This design comes from an exercise in tuning for small area on the open sky130 flow, not from production work.
Function was checked by simulation only, so behaviour that the tests miss may differ from the original.
Power and IR drop assume default switching activity.

**run.sh**
```bash
#!/bin/bash
# synth_recipe.tcl (not shown) runs the flow's synth.tcl, then flattens the netlist and writes it again
# the make line also repeats each setting of config.mk as NAME=value (left out here)
make -C /OpenROAD-flow-scripts/flow DESIGN_CONFIG=/design/flow/config.mk WORK_HOME=/design/flow/orfs CLKGATE_MAP_FILE= SYNTH_SCRIPT=/design/flow/synth_recipe.tcl finish
```
**config.mk**
```make
export PLATFORM = sky130hd
export DESIGN_NAME = icsp_core
export DESIGN_NICKNAME = icsp_core
export VERILOG_FILES = /design/flow/design.v
export SDC_FILE = /design/flow/constraint.sdc
export NUM_CORES = 4
export LEC_CHECK = 0
export CAP_MARGIN = 20
export CORE_MARGIN = 2
export CORE_UTILIZATION = 40
export SLEW_MARGIN = 20
```
**constraint.sdc**
```tcl
create_clock -name core_clock -period 10.0 [get_ports {clk}]
set_input_delay 2.0000 -clock core_clock [delete_from_list [all_inputs] [get_ports {clk}]]
set_output_delay 2.0000 -clock core_clock [all_outputs]
set_load 0.01 [all_outputs]
```
**design.v**
```verilog
module icsp_phy #(
    parameter integer D_SET         = 2,
    parameter integer D_HOLD        = 2,
    parameter integer D_INTER       = 3,
    parameter integer D_SAMPLE_HOLD = 2,
    parameter integer D_SETTLE      = 4,
    parameter integer D_VPP_RAISE   = 5,
    parameter integer D_PWR_STAB    = 6
) (
    input  wire        clk,
    input  wire        rst,
    input  wire        start,
    input  wire [2:0]  op,
    input  wire [5:0]  code,
    input  wire [15:0] data,
    output reg         done,      
    output reg  [15:0] frame,     
    input  wire        dat_i,
    output reg  [1:0]  rst_lvl,
    output reg         pwr,
    output reg         dat_o,
    output reg         dat_oe,
    output reg         clk_o,
    output reg         clk_oe
);
    localparam [2:0] OP_ENTER  = 3'd0,
                     OP_EXIT   = 3'd1,
                     OP_CMD    = 3'd2,
                     OP_SIMPLE = 3'd3,
                     OP_WRITE  = 3'd4,
                     OP_READ   = 3'd5;
    localparam [1:0] RST_LOW = 2'd0,
                     RST_VPP = 2'd2;
    localparam [2:0] P_IDLE  = 3'd0,
                     P_PM    = 3'd1,    
                     P_TX    = 3'd2,    
                     P_INTER = 3'd3,    
                     P_RDPRE = 3'd4,    
                     P_RX    = 3'd5,    
                     P_RDEND = 3'd6;    
    reg [2:0]  pst;
    reg [2:0]  kind;
    reg [3:0]  step;
    reg [3:0]  wcnt;
    reg [4:0]  bcnt;
    reg [15:0] sh;
    reg [15:0] dword;
    reg        in_data;    
    reg        inter_last;  
    reg        inter_rx;    
    wire [4:0] nbits = in_data ? 5'd16 : 5'd6;
    always @(posedge clk) begin
        done <= 1'b0;
        if (rst) begin
            pst        <= P_IDLE;
            kind       <= OP_ENTER;
            step       <= 4'd0;
            wcnt       <= 4'd0;
            bcnt       <= 5'd0;
            in_data    <= 1'b0;
            inter_last <= 1'b0;
            inter_rx   <= 1'b0;
            rst_lvl    <= RST_LOW;
            pwr        <= 1'b0;
            dat_o      <= 1'b0;
            dat_oe     <= 1'b0;
            clk_o      <= 1'b0;
            clk_oe     <= 1'b0;
            frame      <= 16'd0;
        end else begin
            case (pst)
            P_IDLE: begin
                if (start) begin
                    kind    <= op;
                    step    <= 4'd0;
                    wcnt    <= 4'd0;
                    bcnt    <= 5'd0;
                    in_data <= 1'b0;
                    sh      <= {10'd0, code};
                    dword   <= data;
                    if (op == OP_ENTER || op == OP_EXIT)
                        pst <= P_PM;
                    else
                        pst <= P_TX;
                end
            end
            P_PM: begin
                if (kind == OP_ENTER) begin
                    case (step)
                    4'd0: begin rst_lvl <= RST_LOW; step <= 4'd1; end
                    4'd1: begin pwr <= 1'b0; step <= 4'd2; end
                    4'd2: begin dat_o <= 1'b0; step <= 4'd3; end
                    4'd3: begin clk_o <= 1'b0; step <= 4'd4; end
                    4'd4: begin
                        if (wcnt == D_SETTLE - 1) begin wcnt <= 4'd0; step <= 4'd5; end
                        else wcnt <= wcnt + 4'd1;
                    end
                    4'd5: begin dat_oe <= 1'b1; step <= 4'd6; end
                    4'd6: begin clk_oe <= 1'b1; step <= 4'd7; end
                    4'd7: begin rst_lvl <= RST_VPP; step <= 4'd8; end
                    4'd8: begin
                        if (wcnt == D_VPP_RAISE - 1) begin wcnt <= 4'd0; step <= 4'd9; end
                        else wcnt <= wcnt + 4'd1;
                    end
                    4'd9: begin pwr <= 1'b1; step <= 4'd10; end
                    default: begin
                        if (wcnt == D_PWR_STAB - 1) begin
                            wcnt <= 4'd0;
                            done <= 1'b1;
                            pst  <= P_IDLE;
                        end else
                            wcnt <= wcnt + 4'd1;
                    end
                    endcase
                end else begin
                    case (step)
                    4'd0: begin rst_lvl <= RST_LOW; step <= 4'd1; end
                    4'd1: begin pwr <= 1'b0; step <= 4'd2; end
                    4'd2: begin dat_o <= 1'b0; step <= 4'd3; end
                    4'd3: begin clk_o <= 1'b0; step <= 4'd4; end
                    4'd4: begin dat_oe <= 1'b0; step <= 4'd5; end
                    default: begin
                        clk_oe <= 1'b0;
                        done   <= 1'b1;
                        pst    <= P_IDLE;
                    end
                    endcase
                end
            end
            P_TX: begin
                case (step)
                4'd0: begin clk_o <= 1'b1; step <= 4'd1; end
                4'd1: begin dat_o <= sh[0]; step <= 4'd2; end
                4'd2: begin
                    if (wcnt == D_SET - 1) begin wcnt <= 4'd0; step <= 4'd3; end
                    else wcnt <= wcnt + 4'd1;
                end
                4'd3: begin clk_o <= 1'b0; step <= 4'd4; end
                default: begin
                    if (wcnt == D_HOLD - 1) begin
                        wcnt <= 4'd0;
                        step <= 4'd0;
                        sh   <= sh >> 1;
                        if (bcnt == nbits - 5'd1) begin
                            bcnt <= 5'd0;
                            if (in_data) begin
                                inter_last <= 1'b1;
                                inter_rx   <= 1'b0;
                                pst        <= P_INTER;
                            end else begin
                                case (kind)
                                OP_CMD: begin
                                    done <= 1'b1;
                                    pst  <= P_IDLE;
                                end
                                OP_SIMPLE: begin
                                    inter_last <= 1'b1;
                                    inter_rx   <= 1'b0;
                                    pst        <= P_INTER;
                                end
                                OP_WRITE: begin
                                    inter_last <= 1'b0;
                                    inter_rx   <= 1'b0;
                                    pst        <= P_INTER;
                                end
                                default: pst <= P_RDPRE;
                                endcase
                            end
                        end else
                            bcnt <= bcnt + 5'd1;
                    end else
                        wcnt <= wcnt + 4'd1;
                end
                endcase
            end
            P_INTER: begin
                if (wcnt == D_INTER - 1) begin
                    wcnt <= 4'd0;
                    if (inter_last) begin
                        done <= 1'b1;
                        pst  <= P_IDLE;
                    end else if (inter_rx) begin
                        step <= 4'd0;
                        bcnt <= 5'd0;
                        pst  <= P_RX;
                    end else begin
                        sh      <= dword;
                        in_data <= 1'b1;
                        step    <= 4'd0;
                        bcnt    <= 5'd0;
                        pst     <= P_TX;
                    end
                end else
                    wcnt <= wcnt + 4'd1;
            end
            P_RDPRE: begin
                if (step == 4'd0) begin
                    dat_o <= 1'b0;
                    step  <= 4'd1;
                end else begin
                    dat_oe     <= 1'b0;
                    frame      <= 16'd0;
                    inter_last <= 1'b0;
                    inter_rx   <= 1'b1;
                    step       <= 4'd0;
                    pst        <= P_INTER;
                end
            end
            P_RX: begin
                case (step)
                4'd0: begin clk_o <= 1'b1; step <= 4'd1; end
                4'd1: begin
                    if (wcnt == D_SAMPLE_HOLD - 1) begin wcnt <= 4'd0; step <= 4'd2; end
                    else wcnt <= wcnt + 4'd1;
                end
                4'd2: begin frame <= {dat_i, frame[15:1]}; step <= 4'd3; end
                4'd3: begin clk_o <= 1'b0; step <= 4'd4; end
                default: begin
                    if (wcnt == D_HOLD - 1) begin
                        wcnt <= 4'd0;
                        step <= 4'd0;
                        if (bcnt == 5'd15) begin
                            bcnt <= 5'd0;
                            pst  <= P_RDEND;
                        end else
                            bcnt <= bcnt + 5'd1;
                    end else
                        wcnt <= wcnt + 4'd1;
                end
                endcase
            end
            P_RDEND: begin
                dat_oe     <= 1'b1;
                inter_last <= 1'b1;
                inter_rx   <= 1'b0;
                pst        <= P_INTER;
            end
            default: pst <= P_IDLE;
            endcase
        end
    end
endmodule
module icsp_core (
    input  wire        clk,
    input  wire        rst,
    input  wire        host_we,
    input  wire [3:0]  host_addr,
    input  wire [31:0] host_wdata,
    output reg  [31:0] host_rdata,
    output wire        busy,
    output wire [1:0]  rst_lvl,
    output wire        pwr,
    output wire        dat_o,
    output wire        dat_oe,
    input  wire        dat_i,
    output wire        clk_o,
    output wire        clk_oe,
    output reg         act,
    output reg  [15:0] reg_idx,
    input  wire        reg_end,
    input  wire [15:0] reg_id,
    input  wire [31:0] reg_prog_size,
    input  wire [31:0] reg_cfg_start,
    input  wire [31:0] reg_cfg_size,
    input  wire [31:0] reg_data_start,
    input  wire [31:0] reg_data_size,
    input  wire [31:0] reg_rsv_words,
    input  wire [15:0] reg_cfg_save,
    input  wire [7:0]  reg_prog_ftype,
    input  wire [7:0]  reg_data_ftype,
    output reg         resp_valid,
    input  wire        resp_ready,
    output reg  [31:0] resp_data,
    output reg         resp_last,
    output reg         resp_done
);
    localparam [5:0]  CODE_LOAD_CONFIG = 6'h00;
    localparam [5:0]  CODE_INC_ADDR    = 6'h06;
    localparam [5:0]  CODE_READ_PROG   = 6'h04;
    localparam [5:0]  CODE_READ_DATA   = 6'h05;
    localparam [15:0] ERASE_CFG_FRAME  = 16'h7FFE;
    localparam [15:0] DEVID_MASK       = 16'h3FE0;
    localparam [15:0] DEVID_ALL_ONES   = 16'h3FFF;
    localparam [31:0] DEF_PROG_END   = 32'h0000_07FF;
    localparam [31:0] DEF_CFG_START  = 32'h0000_2000;
    localparam [31:0] DEF_CFG_END    = 32'h0000_2007;
    localparam [31:0] DEF_DATA_START = 32'h0000_2100;
    localparam [31:0] DEF_DATA_END   = 32'h0000_217F;
    localparam [31:0] DEF_RSV_START  = 32'h0000_0800;
    localparam [31:0] DEF_RSV_END    = 32'h0000_07FF;
    localparam [15:0] DEF_CFG_SAVE   = 16'h0000;
    localparam [7:0]  DEF_PROG_FTYPE = 8'h00;
    localparam [7:0]  DEF_DATA_FTYPE = 8'h00;
    localparam [1:0] M_OFF = 2'd0, M_PROG = 2'd1, M_CFG = 2'd2;
    localparam [1:0] DOM_PROG = 2'd0, DOM_DATA = 2'd1, DOM_CFG = 2'd2;
    localparam [2:0] CST_OK = 3'd1, CST_ILLEGAL = 3'd2, CST_IDENT = 3'd3, CST_NOTDET = 3'd4;
    localparam [1:0] DET_IDENT = 2'd1, DET_NOTPRES = 2'd2, DET_UNID = 2'd3;
    localparam [2:0] OP_ENTER = 3'd0, OP_EXIT = 3'd1, OP_CMD = 3'd2,
                     OP_SIMPLE = 3'd3, OP_WRITE = 3'd4, OP_READ = 3'd5;
    localparam [5:0]
        S_IDLE       = 6'd0,
        S_DECODE     = 6'd1,
        S_END        = 6'd2,
        S_RAW_W      = 6'd3,
        S_PM_W       = 6'd4,
        S_ER_ENTER   = 6'd5,
        S_ER_EXIT_W  = 6'd6,
        S_ER_ENTER_W = 6'd7,
        S_ER_LOAD    = 6'd8,
        S_ER_LOAD_W  = 6'd9,
        S_SP_START   = 6'd10,
        S_SP_EXIT_W  = 6'd11,
        S_SP_ENTER   = 6'd12,
        S_SP_ENTER_W = 6'd13,
        S_SP_LOAD    = 6'd14,
        S_SP_LOAD_W  = 6'd15,
        S_SP_ADV     = 6'd16,
        S_SP_INC_W   = 6'd17,
        S_SP_READ_W  = 6'd18,
        S_RW_DONE    = 6'd19,
        S_RR_CHECK   = 6'd20,
        S_RR_BEAT    = 6'd21,
        S_RR_ACT     = 6'd22,
        S_RR_DONE    = 6'd23,
        S_DT_EXIT_W  = 6'd24,
        S_DT_CFG     = 6'd25,
        S_DT_STORE   = 6'd26,
        S_DT_EVAL    = 6'd27,
        S_DT_SCAN    = 6'd28,
        S_DT_SCAN_ST = 6'd29,
        S_DT_NP_W    = 6'd30,
        S_LK         = 6'd31,
        S_DT_FIN     = 6'd32,
        S_DT_FIN_W   = 6'd33;
    reg [1:0]  mode;
    reg [31:0] pc;
    reg [31:0] arg0, arg1;
    reg [15:0] result;
    reg [2:0]  cst;
    reg [1:0]  det;
    reg        dev_valid;
    reg [15:0] dev_idx;
    reg [31:0] map_prog_end, map_cfg_start, map_cfg_end;
    reg [31:0] map_data_start, map_data_end, map_rsv_start, map_rsv_end;
    reg [15:0] map_cfg_save;
    reg [7:0]  map_prog_ftype, map_data_ftype;
    reg [5:0]  state;
    reg [5:0]  ret_state;       
    reg [31:0] cmdw;
    reg [2:0]  end_cst;
    reg [1:0]  sp_dom;
    reg [31:0] sp_off;
    reg        sp_read;         
    reg        sp_load;         
    reg [15:0] rd_val;          
    reg [2:0]  dt_k;
    reg [4:0]  scan_k;
    reg [15:0] u0, u1, u2, u3, devid, cfgw;
    reg [15:0] w;
    reg [31:0] rr_addr;
    reg [31:0] rr_n;
    reg        phy_start;
    reg [2:0]  phy_op;
    reg [5:0]  phy_code;
    reg [15:0] phy_data;
    wire       phy_done;
    wire [15:0] phy_frame;
    icsp_phy u_phy (
        .clk     (clk),
        .rst     (rst),
        .start   (phy_start),
        .op      (phy_op),
        .code    (phy_code),
        .data    (phy_data),
        .done    (phy_done),
        .frame   (phy_frame),
        .dat_i   (dat_i),
        .rst_lvl (rst_lvl),
        .pwr     (pwr),
        .dat_o   (dat_o),
        .dat_oe  (dat_oe),
        .clk_o   (clk_o),
        .clk_oe  (clk_oe)
    );
    assign busy = (state != S_IDLE);
    wire [3:0] op_f   = cmdw[3:0];
    wire [5:0] code_f = cmdw[9:4];
    wire [5:0] rsvd_f = cmdw[15:10];
    wire [15:0] data_f = cmdw[31:16];
    wire [31:0] cls_addr = (op_f == 4'hB) ? rr_addr : arg0;
    wire in_data = (map_data_start <= cls_addr) && (cls_addr <= map_data_end);
    wire in_cfg  = (map_cfg_start  <= cls_addr) && (cls_addr <= map_cfg_end);
    wire [1:0]  cls_dom = in_data ? DOM_DATA : (in_cfg ? DOM_CFG : DOM_PROG);
    wire [31:0] cls_off = in_data ? (cls_addr - map_data_start) :
                          (in_cfg ? (cls_addr - map_cfg_start) : cls_addr);
    reg [31:0] cfg_off;
    always @(*) begin
        case (dt_k)
        3'd0: cfg_off = 32'd0;
        3'd1: cfg_off = 32'd1;
        3'd2: cfg_off = 32'd2;
        3'd3: cfg_off = 32'd3;
        3'd4: cfg_off = 32'd6;
        default: cfg_off = 32'd7;
        endcase
    end
    wire [15:0] strip_prog = {2'b00, phy_frame[14:1]};
    wire [15:0] strip_data = {8'h00, phy_frame[8:1]};
    wire        reg_match  = ((reg_id & DEVID_MASK) == (devid & DEVID_MASK));
    always @(*) begin
        case (host_addr)
        4'h0: host_rdata = 32'd0;
        4'h1: host_rdata = arg0;
        4'h2: host_rdata = arg1;
        4'h3: host_rdata = {23'd0, act, mode, det, cst, busy};
        4'h4: host_rdata = {16'd0, result};
        4'h5: host_rdata = pc;
        4'h6: host_rdata = {dev_valid, 15'd0, dev_idx};
        4'h7: host_rdata = map_prog_end;
        4'h8: host_rdata = map_cfg_start;
        4'h9: host_rdata = map_cfg_end;
        4'hA: host_rdata = map_data_start;
        4'hB: host_rdata = map_data_end;
        4'hC: host_rdata = map_rsv_start;
        4'hD: host_rdata = map_rsv_end;
        4'hE: host_rdata = {16'd0, map_cfg_save};
        default: host_rdata = {16'd0, map_data_ftype, map_prog_ftype};
        endcase
    end
    task set_default_map;
        begin
            map_prog_end   <= DEF_PROG_END;
            map_cfg_start  <= DEF_CFG_START;
            map_cfg_end    <= DEF_CFG_END;
            map_data_start <= DEF_DATA_START;
            map_data_end   <= DEF_DATA_END;
            map_rsv_start  <= DEF_RSV_START;
            map_rsv_end    <= DEF_RSV_END;
            map_cfg_save   <= DEF_CFG_SAVE;
            map_prog_ftype <= DEF_PROG_FTYPE;
            map_data_ftype <= DEF_DATA_FTYPE;
        end
    endtask
    task phy_go;
        input [2:0]  o;
        input [5:0]  c;
        input [15:0] d;
        begin
            phy_start <= 1'b1;
            phy_op    <= o;
            phy_code  <= c;
            phy_data  <= d;
        end
    endtask
    always @(posedge clk) begin
        phy_start <= 1'b0;
        if (rst) begin
            state      <= S_IDLE;
            ret_state  <= S_END;
            mode       <= M_OFF;
            pc         <= 32'd0;
            arg0       <= 32'd0;
            arg1       <= 32'd0;
            result     <= 16'd0;
            cst        <= 3'd0;
            det        <= 2'd0;
            dev_valid  <= 1'b0;
            dev_idx    <= 16'd0;
            act        <= 1'b0;
            reg_idx    <= 16'd0;
            resp_valid <= 1'b0;
            resp_data  <= 32'd0;
            resp_last  <= 1'b0;
            resp_done  <= 1'b0;
            cmdw       <= 32'd0;
            end_cst    <= CST_OK;
            phy_op     <= OP_ENTER;
            phy_code   <= 6'd0;
            phy_data   <= 16'd0;
            set_default_map;
        end else begin
            case (state)
            S_IDLE: begin
                if (host_we) begin
                    case (host_addr)
                    4'h0: begin
                        cmdw  <= host_wdata;
                        state <= S_DECODE;
                    end
                    4'h1: arg0 <= host_wdata;
                    4'h2: arg1 <= host_wdata;
                    default: ;
                    endcase
                end
            end
            S_DECODE: begin
                end_cst <= CST_OK;
                if (rsvd_f != 6'd0) begin
                    end_cst <= CST_ILLEGAL;
                    state   <= S_END;
                end else begin
                    case (op_f)
                    4'h1, 4'h2, 4'h3, 4'h4: begin
                        if (mode == M_OFF) begin
                            end_cst <= CST_ILLEGAL;
                            state   <= S_END;
                        end else begin
                            case (op_f)
                            4'h1:    phy_go(OP_CMD,    code_f, data_f);
                            4'h2:    phy_go(OP_SIMPLE, code_f, data_f);
                            4'h3:    phy_go(OP_WRITE,  code_f, data_f);
                            default: phy_go(OP_READ,   code_f, data_f);
                            endcase
                            state <= S_RAW_W;
                        end
                    end
                    4'h5: begin
                        if (mode == M_OFF) begin
                            phy_go(OP_ENTER, 6'd0, 16'd0);
                            state <= S_PM_W;
                        end else
                            state <= S_END;
                    end
                    4'h6: begin
                        if (mode != M_OFF) begin
                            phy_go(OP_EXIT, 6'd0, 16'd0);
                            state <= S_PM_W;
                        end else
                            state <= S_END;
                    end
                    4'h7, 4'h9: begin
                        sp_dom    <= cls_dom;
                        sp_off    <= cls_off;
                        sp_read   <= (op_f == 4'h9);
                        ret_state <= (op_f == 4'h9) ? S_RW_DONE : S_END;
                        state     <= S_SP_START;
                    end
                    4'h8: begin
                        if (mode != M_OFF) begin
                            phy_go(OP_EXIT, 6'd0, 16'd0);
                            state <= S_ER_EXIT_W;
                        end else
                            state <= S_ER_ENTER;
                    end
                    4'hA: begin
                        dt_k <= 3'd0;
                        if (mode != M_OFF) begin
                            phy_go(OP_EXIT, 6'd0, 16'd0);
                            state <= S_DT_EXIT_W;
                        end else
                            state <= S_DT_CFG;
                    end
                    4'hB: begin
                        rr_addr <= arg0;
                        rr_n    <= 32'd0;
                        state   <= S_RR_CHECK;
                    end
                    default: begin
                        end_cst <= CST_ILLEGAL;
                        state   <= S_END;
                    end
                    endcase
                end
            end
            S_END: begin
                cst   <= end_cst;
                state <= S_IDLE;
            end
            S_RAW_W: begin
                if (phy_done) begin
                    if (op_f == 4'h4)
                        result <= phy_frame;
                    state <= S_END;
                end
            end
            S_PM_W: begin
                if (phy_done) begin
                    mode  <= (op_f == 4'h5) ? M_PROG : M_OFF;
                    pc    <= 32'd0;
                    state <= S_END;
                end
            end
            S_ER_EXIT_W: begin
                if (phy_done) begin
                    mode  <= M_OFF;
                    pc    <= 32'd0;
                    state <= S_ER_ENTER;
                end
            end
            S_ER_ENTER: begin
                phy_go(OP_ENTER, 6'd0, 16'd0);
                state <= S_ER_ENTER_W;
            end
            S_ER_ENTER_W: begin
                if (phy_done) begin
                    mode  <= M_PROG;
                    pc    <= 32'd0;
                    state <= S_ER_LOAD;
                end
            end
            S_ER_LOAD: begin
                phy_go(OP_WRITE, CODE_LOAD_CONFIG, ERASE_CFG_FRAME);
                state <= S_ER_LOAD_W;
            end
            S_ER_LOAD_W: begin
                if (phy_done) begin
                    mode  <= M_CFG;
                    state <= S_END;
                end
            end
            S_SP_START: begin
                if (sp_dom == DOM_CFG) begin
                    if (mode == M_OFF) begin
                        sp_load <= 1'b1;
                        state   <= S_SP_ENTER;
                    end else if (mode == M_PROG) begin
                        state <= S_SP_LOAD;
                    end else if (sp_off < pc) begin
                        sp_load <= 1'b1;
                        phy_go(OP_EXIT, 6'd0, 16'd0);
                        state <= S_SP_EXIT_W;
                    end else
                        state <= S_SP_ADV;
                end else begin
                    sp_load <= 1'b0;
                    if (mode == M_OFF)
                        state <= S_SP_ENTER;
                    else if (mode != M_PROG || sp_off < pc) begin
                        phy_go(OP_EXIT, 6'd0, 16'd0);
                        state <= S_SP_EXIT_W;
                    end else
                        state <= S_SP_ADV;
                end
            end
            S_SP_EXIT_W: begin
                if (phy_done) begin
                    mode  <= M_OFF;
                    pc    <= 32'd0;
                    state <= S_SP_ENTER;
                end
            end
            S_SP_ENTER: begin
                phy_go(OP_ENTER, 6'd0, 16'd0);
                state <= S_SP_ENTER_W;
            end
            S_SP_ENTER_W: begin
                if (phy_done) begin
                    mode  <= M_PROG;
                    pc    <= 32'd0;
                    state <= sp_load ? S_SP_LOAD : S_SP_ADV;
                end
            end
            S_SP_LOAD: begin
                phy_go(OP_WRITE, CODE_LOAD_CONFIG, 16'h0000);
                state <= S_SP_LOAD_W;
            end
            S_SP_LOAD_W: begin
                if (phy_done) begin
                    mode  <= M_CFG;
                    pc    <= 32'd0;
                    state <= S_SP_ADV;
                end
            end
            S_SP_ADV: begin
                if (pc < sp_off) begin
                    phy_go(OP_SIMPLE, CODE_INC_ADDR, 16'h0000);
                    state <= S_SP_INC_W;
                end else if (sp_read) begin
                    phy_go(OP_READ, (sp_dom == DOM_DATA) ? CODE_READ_DATA : CODE_READ_PROG, 16'h0000);
                    state <= S_SP_READ_W;
                end else
                    state <= ret_state;
            end
            S_SP_INC_W: begin
                if (phy_done) begin
                    pc    <= pc + 32'd1;
                    state <= S_SP_ADV;
                end
            end
            S_SP_READ_W: begin
                if (phy_done) begin
                    rd_val <= (sp_dom == DOM_DATA) ? strip_data : strip_prog;
                    state  <= ret_state;
                end
            end
            S_RW_DONE: begin
                result <= rd_val;
                state  <= S_END;
            end
            S_RR_CHECK: begin
                if (rr_addr > arg1)
                    state <= S_RR_DONE;
                else begin
                    sp_dom    <= cls_dom;
                    sp_off    <= cls_off;
                    sp_read   <= 1'b1;
                    ret_state <= S_RR_BEAT;
                    state     <= S_SP_START;
                end
            end
            S_RR_BEAT: begin
                if (!resp_valid) begin
                    resp_valid <= 1'b1;
                    resp_data  <= {16'd0, rd_val};
                    resp_last  <= (rr_n[7:0] == 8'hFF) || (rr_addr == arg1);
                    resp_done  <= 1'b0;
                end else if (resp_ready) begin
                    resp_valid <= 1'b0;
                    rr_n       <= rr_n + 32'd1;
                    state      <= S_RR_ACT;
                end
            end
            S_RR_ACT: begin
                if (rr_n[4:0] == 5'd0)
                    act <= ~act;
                if (rr_addr == arg1)
                    state <= S_RR_DONE;
                else begin
                    rr_addr <= rr_addr + 32'd1;
                    state   <= S_RR_CHECK;
                end
            end
            S_RR_DONE: begin
                if (!resp_valid) begin
                    resp_valid <= 1'b1;
                    resp_data  <= 32'd0;
                    resp_last  <= 1'b0;
                    resp_done  <= 1'b1;
                end else if (resp_ready) begin
                    resp_valid <= 1'b0;
                    resp_done  <= 1'b0;
                    state      <= S_END;
                end
            end
            S_DT_EXIT_W: begin
                if (phy_done) begin
                    mode  <= M_OFF;
                    pc    <= 32'd0;
                    state <= S_DT_CFG;
                end
            end
            S_DT_CFG: begin
                sp_dom    <= DOM_CFG;
                sp_off    <= cfg_off;
                sp_read   <= 1'b1;
                ret_state <= S_DT_STORE;
                state     <= S_SP_START;
            end
            S_DT_STORE: begin
                case (dt_k)
                3'd0: u0 <= rd_val;
                3'd1: u1 <= rd_val;
                3'd2: u2 <= rd_val;
                3'd3: u3 <= rd_val;
                3'd4: devid <= rd_val;
                default: cfgw <= rd_val;
                endcase
                if (dt_k == 3'd5)
                    state <= S_DT_EVAL;
                else begin
                    dt_k  <= dt_k + 3'd1;
                    state <= S_DT_CFG;
                end
            end
            S_DT_EVAL: begin
                reg_idx <= 16'd0;
                if (devid == 16'h0000 || devid == DEVID_ALL_ONES) begin
                    w <= u0 | u1 | u2 | u3 | cfgw;
                    if ((u0 | u1 | u2 | u3 | cfgw) != 16'd0) begin
                        devid <= 16'd0;
                        state <= S_LK;
                    end else begin
                        scan_k <= 5'd0;
                        state  <= S_DT_SCAN;
                    end
                end else
                    state <= S_LK;
            end
            S_DT_SCAN: begin
                sp_dom    <= DOM_PROG;
                sp_off    <= {27'd0, scan_k};
                sp_read   <= 1'b1;
                ret_state <= S_DT_SCAN_ST;
                state     <= S_SP_START;
            end
            S_DT_SCAN_ST: begin
                w <= w | rd_val;
                if ((w | rd_val) != 16'd0) begin
                    devid <= 16'd0;
                    state <= S_LK;
                end else if (scan_k == 5'd15) begin
                    phy_go(OP_EXIT, 6'd0, 16'd0);
                    state <= S_DT_NP_W;
                end else begin
                    scan_k <= scan_k + 5'd1;
                    state  <= S_DT_SCAN;
                end
            end
            S_DT_NP_W: begin
                if (phy_done) begin
                    mode      <= M_OFF;
                    pc        <= 32'd0;
                    set_default_map;
                    dev_valid <= 1'b0;
                    dev_idx   <= 16'd0;
                    det       <= DET_NOTPRES;
                    end_cst   <= CST_NOTDET;
                    state     <= S_END;
                end
            end
            S_LK: begin
                if (reg_end) begin
                    set_default_map;
                    dev_valid <= 1'b0;
                    dev_idx   <= 16'd0;
                    det       <= DET_UNID;
                    end_cst   <= CST_NOTDET;
                    state     <= S_DT_FIN;
                end else if (reg_match) begin
                    map_prog_end   <= reg_prog_size - 32'd1;
                    map_cfg_start  <= reg_cfg_start;
                    map_cfg_end    <= reg_cfg_start + reg_cfg_size - 32'd1;
                    map_data_start <= reg_data_start;
                    map_data_end   <= reg_data_start + reg_data_size - 32'd1;
                    map_rsv_start  <= reg_prog_size - reg_rsv_words;
                    map_rsv_end    <= reg_prog_size - 32'd1;
                    map_cfg_save   <= reg_cfg_save;
                    map_prog_ftype <= reg_prog_ftype;
                    map_data_ftype <= reg_data_ftype;
                    dev_valid      <= 1'b1;
                    dev_idx        <= reg_idx;
                    det            <= DET_IDENT;
                    end_cst        <= CST_IDENT;
                    state          <= S_DT_FIN;
                end else
                    reg_idx <= reg_idx + 16'd1;
            end
            S_DT_FIN: begin
                if (mode != M_OFF) begin
                    phy_go(OP_EXIT, 6'd0, 16'd0);
                    state <= S_DT_FIN_W;
                end else
                    state <= S_END;
            end
            S_DT_FIN_W: begin
                if (phy_done) begin
                    mode  <= M_OFF;
                    pc    <= 32'd0;
                    state <= S_END;
                end
            end
            default: state <= S_IDLE;
            endcase
        end
    end
endmodule
```
==> notes.md <==
sequential cells by signal, summed over array words and instances, names as in the netlist, 16 cells and up:
signal,count
arg0,32
arg1,32
cmdw,32
map_cfg_end,32
map_cfg_start,32
map_data_end,32
map_data_start,32
map_rsv_end,32
map_rsv_start,32
pc,32
rr_addr,32
sp_off,32
dev_idx,16
map_cfg_save,16
phy_data,16
reg_idx,16
result,16
u_phy.dword,16
u_phy.frame,16
u_phy.sh,16
per-layer routing:
layer | track usage | share of wire
met4 | 0.0937 | 0.033
met3 | 0.0314 | 0.072
met2 | 0.442 | 0.44
met5 | 0 | 0.00021
met1 | 0.405 | 0.45
per-stage QoR:
stage                     cell area (um^2)  total power, mW   util  cells
after floorplan                      46500             4.22      -   5617
after global placement               51500             4.73  0.445   7274
after detailed placement             51500             4.73  0.445   7274
after CTS                            54600             8.12  0.472   7438
after global routing                 54600             8.41  0.472   7439
final                                54600             8.10  0.472   7441
cells in the mapped netlist (48+ instances only):
| cell type | instances | area share |
|---|---|---|
| a211oi_1 | 59 | 0.0095 |
| a21o_1 | 96 | 0.016 |
| a21oi_1 | 442 | 0.048 |
| a22oi_1 | 267 | 0.043 |
| and3_1 | 68 | 0.0092 |
| clkbuf_1 | 238 | 0.019 |
| dfxtp_1 | 511 | 0.22 |
| edfxtp_1 | 228 | 0.15 |
| ha_1 | 365 | 0.098 |
| inv_1 | 535 | 0.043 |
| mux2i_1 | 52 | 0.011 |
| nand2_1 | 531 | 0.043 |
| nand2b_1 | 93 | 0.013 |
| nand3_1 | 169 | 0.018 |
| nand4_1 | 83 | 0.011 |
| nor2_1 | 522 | 0.042 |
| nor2b_1 | 48 | 0.0065 |
| nor3_1 | 103 | 0.011 |
| o21ai_0 | 239 | 0.026 |
| xnor2_1 | 118 | 0.022 |
| xor2_1 | 125 | 0.024 |
layout by cell type (no fill, tap or decap), types with 27 or more instances in the layout:
master	count
a22o_1	34
a31oi_1	27
o22ai_1	41
nand4_1	83
o21bai_1	29
edfxtp_1	228
inv_1	535
a21o_1	95
mux2_2	33
or3_1	38
nor4_1	42
xnor2_1	118
mux2i_1	52
o21ai_0	239
dfxtp_1	511
a221oi_1	35
a21oi_1	439
xor2_1	125
nand3_1	167
nor2_1	514
nand2b_1	93
ha_1	365
nor2b_1	47
clkdlybuf4s50_1	346
buf_4	76
nor3_1	97
clkbuf_16	89
o21a_1	28
a211oi_1	58
nand2_1	531
a22oi_1	267
and3_1	68
layout make-up:
cell class | count | area [um^2] | share of cell area
multi-input cells | 4050 | 26400 | 0.484
flip-flops and latches | 739 | 17100 | 0.313
clock inverters | 35 | 542 | 0.00992
repair buffers | 425 | 4080 | 0.0747
diodes | 2 | 5.00 | 0.0000916
clock buffers | 129 | 2580 | 0.0472
inverters | 537 | 2020 | 0.0369
well taps | 1524 | 1910 | 0.0349
power by group:
group	internal, mW	total [mW]	switching, mW
registers	3.13	3.17	0.0395
clock network	2.00	3.39	1.40
logic	0.613	1.53	0.919
logic make-up (layout without fill, tap and decap cells):
kind of cell    after synthesis  in the layout  share of synthesized area
compound gates             1518           1518                      0.214
other cells                   1             21                  0.0000807
fa+ha+maj                   372            372                      0.101
xor+xnor                    243            243                     0.0458
mux                          86             86                     0.0194
flops                       739            739                      0.367
buf+inv                     828           1126                     0.0689
simple gates               1812           1812                      0.184
worst paths after layout:
kind | endpoint | startpoint | slack, ps
setup / recovery | host_rdata[14] | host_addr[1] | 2540
hold / removal | u_phy.dword[15]$_DFFE_PP_ | phy_data[15]$_SDFFE_PP0P_ | 440
setup reg to reg | sp_off[2]$_DFFE_PP_ | cmdw[3]$_SDFFE_PP0P_ | 3100
hold reg to reg | u_phy.dword[15]$_DFFE_PP_ | phy_data[15]$_SDFFE_PP0P_ | 440
==> flow_metrics.py <==
metrics = {
    "detailed_routing": {
        "wirelength_um": 173000,
        "detailroute.via_count": 42908,
        "drt-pass1-iter-count": 6,
        "viasPerCell": 5.77,
        "drtIter0Drc": 4712,
        "ant_nets": 0,
        "routedWlPerCell_um": 23.3,
        "drc": 0,
    },
    "power_and_ir_drop": {
        "leakagePower_nw": 21.6,
        "powerDensity_nw_per_um2": 148,
        "ir_drop_mv": 0.131,
    },
    "hold_path": {
        "min_path_type": "reg -> reg",
        "worstHoldPathCells": 0,
    },
    "sta": {
        "timing.final.crit_period_ps": 7460,
        "setup_viol": 0,
        "hold_slack_ps": 436,
        "hold_viol_final": 0,
        "relSlewSlack": 0.235,
        "worstMarginPinSlew_ps": 1140,
        "fmaxAchievable_ghz": 0.134,
        "fin_ws_ps": 2540,
        "drv_slew": 0,
        "rsz0062_at_grt": "false",
        "post-route-period-util": 0.746,
        "fin_setup_tns_ps": 0,
        "fin_worst_skew_ps": 58.3,
    },
    "worst_setup_path": {
        "critPathTopFamily": "buffers and inverters",
        "critPathKind": "in -> out",
        "crit_path_top_delay_cell": "clkdlybuf4s50_1",
        "cp_data_arrival_time_ps": 5460,
        "cp_max_fo": 21,
        "critPathCaptureType": "output port",
        "critical_path_depth": 9,
        "worstRegToRegCells": 19,
        "worst_path_most_repeated_cell": "clkdlybuf4s50_1",
        "cp.required_ps": 8000,
        "critPathMaxStageDelay_ps": 770,
        "path_buf_inv": 3,
        "cp_cell_sequence": "clkdlybuf4s50_1 -> nand2b_1 -> nor2_2 -> buf_4 -> a22o_1 -> a221oi_1 -> nand3_1 -> o22a_1 -> clkdlybuf4s50_1",
        "startpoint_type": "input port",
    },
    "grt": {
        "grt_max_degree": 154,
        "antenna_found_initial": 12,
        "overflow": 0,
        "grt_pass1_vias": 39916,
        "track_usage": 0.283,
        "grt_pass1_wl_um": 255000,
    },
    "cts": {
        "htreeDepth": 3,
        "postCtsSetupRepairBufs": 0,
        "cts.reportedPaths.clkPinSlew_ps": 60,
        "cts_tree": "yes",
        "ctsLongestPathBuffers": 3,
        "cts_root_buffer": "clkbuf_16",
        "ctsHoldBuffers": 0,
        "clock-sinks": 739,
        "post_cts_resized": 0,
        "cts-buffers-inserted": 87,
        "clk_latency_ps": 720,
    },
    "logic_synthesis": {
        "avgSynthCellArea_um2": 8.30,
        "synth-seq-area-share": 0.367,
        "ys_types": 92,
        "synth_top_flop_cell": "dfxtp_1",
        "postSynthCellCount": 5599,
        "synth_edf_count": 228,
        "ys_async_sr_fraction": 0,
        "ys_ff_latch": 739,
        "synth_warnings": 2,
        "syn_area_um2": 46500,
    },
    "floorplanning": {
        "pin_count": 374,
        "die_w_um": 345,
        "fp.coreArea_um2": 116000,
        "start_util": 0.402,
        "die_y_um": 345,
        "dieArea_um2": 119000,
        "rows": 125,
    },
    "run": {
        "drv_cap": 0,
    },
    "status": {
        "status": "complete, no violations",
    },
    "layout": {
        "n_fill_cell": 11294,
        "area_growth_pct": 17.5,
        "fin_nets": 6492,
        "drive_gt1_frac": 0.0546,
    },
    "place": {
        "hpwl_um": 134000,
        "port_buffers": 347,
        "place_ws_ps": 2680,
        "routabilityCongestion": 0.971,
    },
}

## port drivers added, routing unchanged
No port has a modelled driver above. Below, the same layout with a new extraction and two added sets of constraints. Step 1 (the two cells are an assumption about what drives the block):
set clk [get_ports {clk}]
set_driving_cell -lib_cell sky130_fd_sc_hd__clkbuf_16 $clk
set_driving_cell -lib_cell sky130_fd_sc_hd__buf_2 [delete_from_list [all_inputs] $clk]
Step 2 also shifts input and output timing later by t, the mid clock arrival at the registers, as if the neighbouring blocks saw the same clock. a / b / c = ideal ports / drivers / drivers and shift; a / b = the first two.
shift t [ns]: 0.761
setup slack, ns: 2.536 / 2.421 / 2.421
latest minus earliest clock arrival (ns): 0.059 / 0.060
worst slew at a driven data input, ns: 0.14
After both steps setup and hold are still met in this run. The setup slack of this run moves by -0.115 ns with the drivers and by -0.115 ns with both steps.
